Background: an optimization exercise with open tools, aiming at small area. Do not read the settings as production practice. Function was checked by simulation only, so behaviour that the tests miss may differ from the original.

// tgb_chan_trial
module tgb_chan_trial (
    input  wire               clk,
    input  wire               rst,         
    input  wire               scheme,      
    input  wire [3:0]         sps,         
    input  wire [7:0]         phase_inc,   
    input  wire [7:0]         sigma,       
    input  wire               start,       
    input  wire               s_valid,
    input  wire [1:0]         sym_i,       
    input  wire [1:0]         sym_q,       
    input  wire signed [9:0]  noise,       
    output reg                r_valid,
    output wire signed [25:0] r_stat_i,
    output wire signed [25:0] r_stat_q,
    output wire               r_dec_i,     
    output wire               r_dec_q,
    output wire [15:0]        r_errs
);
Size in the first run: about 1400 cells after synthesis, roughly 110 I/O pins.
clock: 30.0 ns
lec_check: 0
cap_margin: 20
core_margin: 2
core_utilization: 65
slew_margin: 20
synth_hierarchical: 1
synth_minimum_keep_size: 0
standard.sh (not shown) runs the stock make flow with config.mk's settings and CLKGATE_MAP_FILE= SYNTH_SCRIPT=/design/flow/synth_recipe.tcl, a recipe that flattens the netlist after the stock synthesis.
==> flow/flow/run.sh <==
#!/bin/bash
# The standard layout, with the port buffers that placement inserts taken as
# the smallest buffer (sky130_fd_sc_hd__buf_1); the resizer still upsizes any
# that timing or slew needs. Each step's full output stays in orfs/logs/;
# make's own output goes to make.log.
set -euo pipefail
bash standard.sh 'BUFFER_PORTS_ARGS=-buffer_cell sky130_fd_sc_hd__buf_1' finish > make.log 2>&1
Rerun with:
Settings changed: CTS_BUF_LIST set to sky130_fd_sc_hd__clkbuf_16 sky130_fd_sc_hd__clkbuf_8, CTS_CLUSTER_DIAMETER set to 300, CTS_CLUSTER_SIZE set to 50.
Result: Flip-flop and latch count is unchanged. Register-to-register slack barely changes. Clock-buffer cell count is unchanged. Critical path depth stays the same. Utilization is unchanged. First-iteration DRC count is unchanged. Global-route usage is unchanged.

========
Setup of job 7195:
Another version of the RTL of tgb_chan_trial (not shown whole).
For scale: ~1500 cells after synthesis, roughly 81 flip-flops, ~110 I/O pins, about 0.014 mm² of cells after synthesis.
==> flow/config.mk <==
export PLATFORM = sky130hd
export DESIGN_NAME = tgb_chan_trial
export DESIGN_NICKNAME = tgb_chan_trial
export VERILOG_FILES = /design/flow/design.v
export SDC_FILE = /design/flow/constraint.sdc
export NUM_CORES = 4
export LEC_CHECK = 0
export CAP_MARGIN = 20
export CORE_MARGIN = 2
export CORE_UTILIZATION = 75
export SLEW_MARGIN = 20
export SYNTH_HIERARCHICAL = 1
export SYNTH_MINIMUM_KEEP_SIZE = 0
==> flow/constraint.sdc <==
create_clock -name core_clock -period 30.0 [get_ports {clk}]
set_input_delay 6.0000 -clock core_clock [delete_from_list [all_inputs] [get_ports {clk}]]
set_output_delay 6.0000 -clock core_clock [all_outputs]
set_load 0.01 [all_outputs]
Scripts as last shown in full above: flow/flow/run.sh
The inputs of job 8532 differ from those of job 7195 as listed below.
- an added GPL_TIMING_DRIVEN of 0
- a change of CAP_MARGIN from 20 to 0
- a change of SLEW_MARGIN from 20 to 0
==> flow/flow/run.sh <==
#!/bin/bash
# The standard layout, with changes that only affect which buffers are used:
#  - the port buffers that placement inserts are the smallest buffer
#    (sky130_fd_sc_hd__buf_1); the resizer still upsizes any that need it;
#  - the buffers that synthesis (abc) inserted are removed at floorplan, and
#    repair_design adds back only those that slew and capacitance limits need;
#  - clock tree synthesis uses sky130_fd_sc_hd__clkbuf_4 and _8 and no dummy loads.
# Each step's full output stays in orfs/logs/; make's own output goes to make.log.
set -euo pipefail
bash standard.sh \
  'BUFFER_PORTS_ARGS=-buffer_cell sky130_fd_sc_hd__buf_1' \
  'REMOVE_ABC_BUFFERS=1' \
  'CTS_ARGS=-sink_clustering_enable -repair_clock_nets -buf_list {sky130_fd_sc_hd__clkbuf_4 sky130_fd_sc_hd__clkbuf_8} -dont_use_dummy_load' \
  finish > make.log 2>&1
--- outcome ---
Higher worst path setup slack after routing goes to job 7195 over job 8532. Delta (job 8532 minus job 7195): transition at the pin with the smallest max-transition slack higher; critical path depth lower; global-route usage lower; average routed wire per standard cell lower.
### job 8532 -> job 2463
diff --git a/flow/flow/run.sh b/flow/flow/run.sh
--- a/flow/flow/run.sh
+++ b/flow/flow/run.sh
@@ -13 +13 @@
-  'CTS_ARGS=-sink_clustering_enable -repair_clock_nets -buf_list {sky130_fd_sc_hd__clkbuf_4 sky130_fd_sc_hd__clkbuf_8} -dont_use_dummy_load' \
+  'CTS_ARGS=-sink_clustering_enable -repair_clock_nets -buf_list "sky130_fd_sc_hd__clkbuf_4 sky130_fd_sc_hd__clkbuf_8" -dont_use_dummy_load' \
==> comparison <==
The total I/O pin count was comparable across job 8532 and job 2463. Job 2463 against job 8532: post-synthesis instance area about even, placed cell count about even, adder-cell area share of the yosys netlist about even, number of enable flip-flop cells after synthesis about even. Re compound-gate portion of the synthesized area: no difference whatsoever between job 2463 and job 8532. In the summary table, job 2463 is marked failed, with error STA-0564 raised in clock tree synthesis. Cell count after synthesis essentially unchanged between job 2463 and job 8532. From job 2463 to job 8532, area fraction in and, or, nand and nor cells after synthesis did not move at all. Job 2463 -> job 8532: effective utilization at floorplan delta 0, exact match. Any difference in average instance area after synthesis between job 8532 and job 2463 is small enough to ignore. Re post-synthesis xor/xnor area fraction: no difference whatsoever between job 8532 and job 2463.

re-timing with driven ports:
Ports are ideal in the flow. The routed layouts listed here were re-timed in OpenROAD. Step 1 (the two cells are an assumption about what drives the block):
set clk [get_ports {clk}]
set_driving_cell -lib_cell sky130_fd_sc_hd__clkbuf_16 $clk
set_driving_cell -lib_cell sky130_fd_sc_hd__buf_2 [delete_from_list [all_inputs] $clk]
Step 2, shift: input delay + t, output delay - t, t = (earliest + latest rising clock arrival at the registers) / 2. This alone moves slack from input paths to output paths. Slacks: ideal / step 1 / step 2; pairs: ideal / step 1.
run	t, ns	setup WS [ns]	worst hold slack (ns)	worst setup path at the end	worst slew at a driven data input, ns
the first run of note 1	0.408	6.682 / 6.702 / 6.294	0.584 / 0.584 / 0.584	input to register	0.04
the second run of note 1	0.408	6.682 / 6.702 / 6.294	0.584 / 0.584 / 0.584	input to register	0.04
job 7195	0.395	6.648 / 6.659 / 6.264	0.585 / 0.585 / 0.585	input to register	0.06
job 8532	0.417	5.569 / 5.588 / 5.171	0.586 / 0.586 / 0.586	input to register	0.07
After both steps setup and hold are still met in every run listed. For job 8532, which loses most, drivers alone change the setup slack by +0.019 ns; drivers and shift together by -0.398 ns.
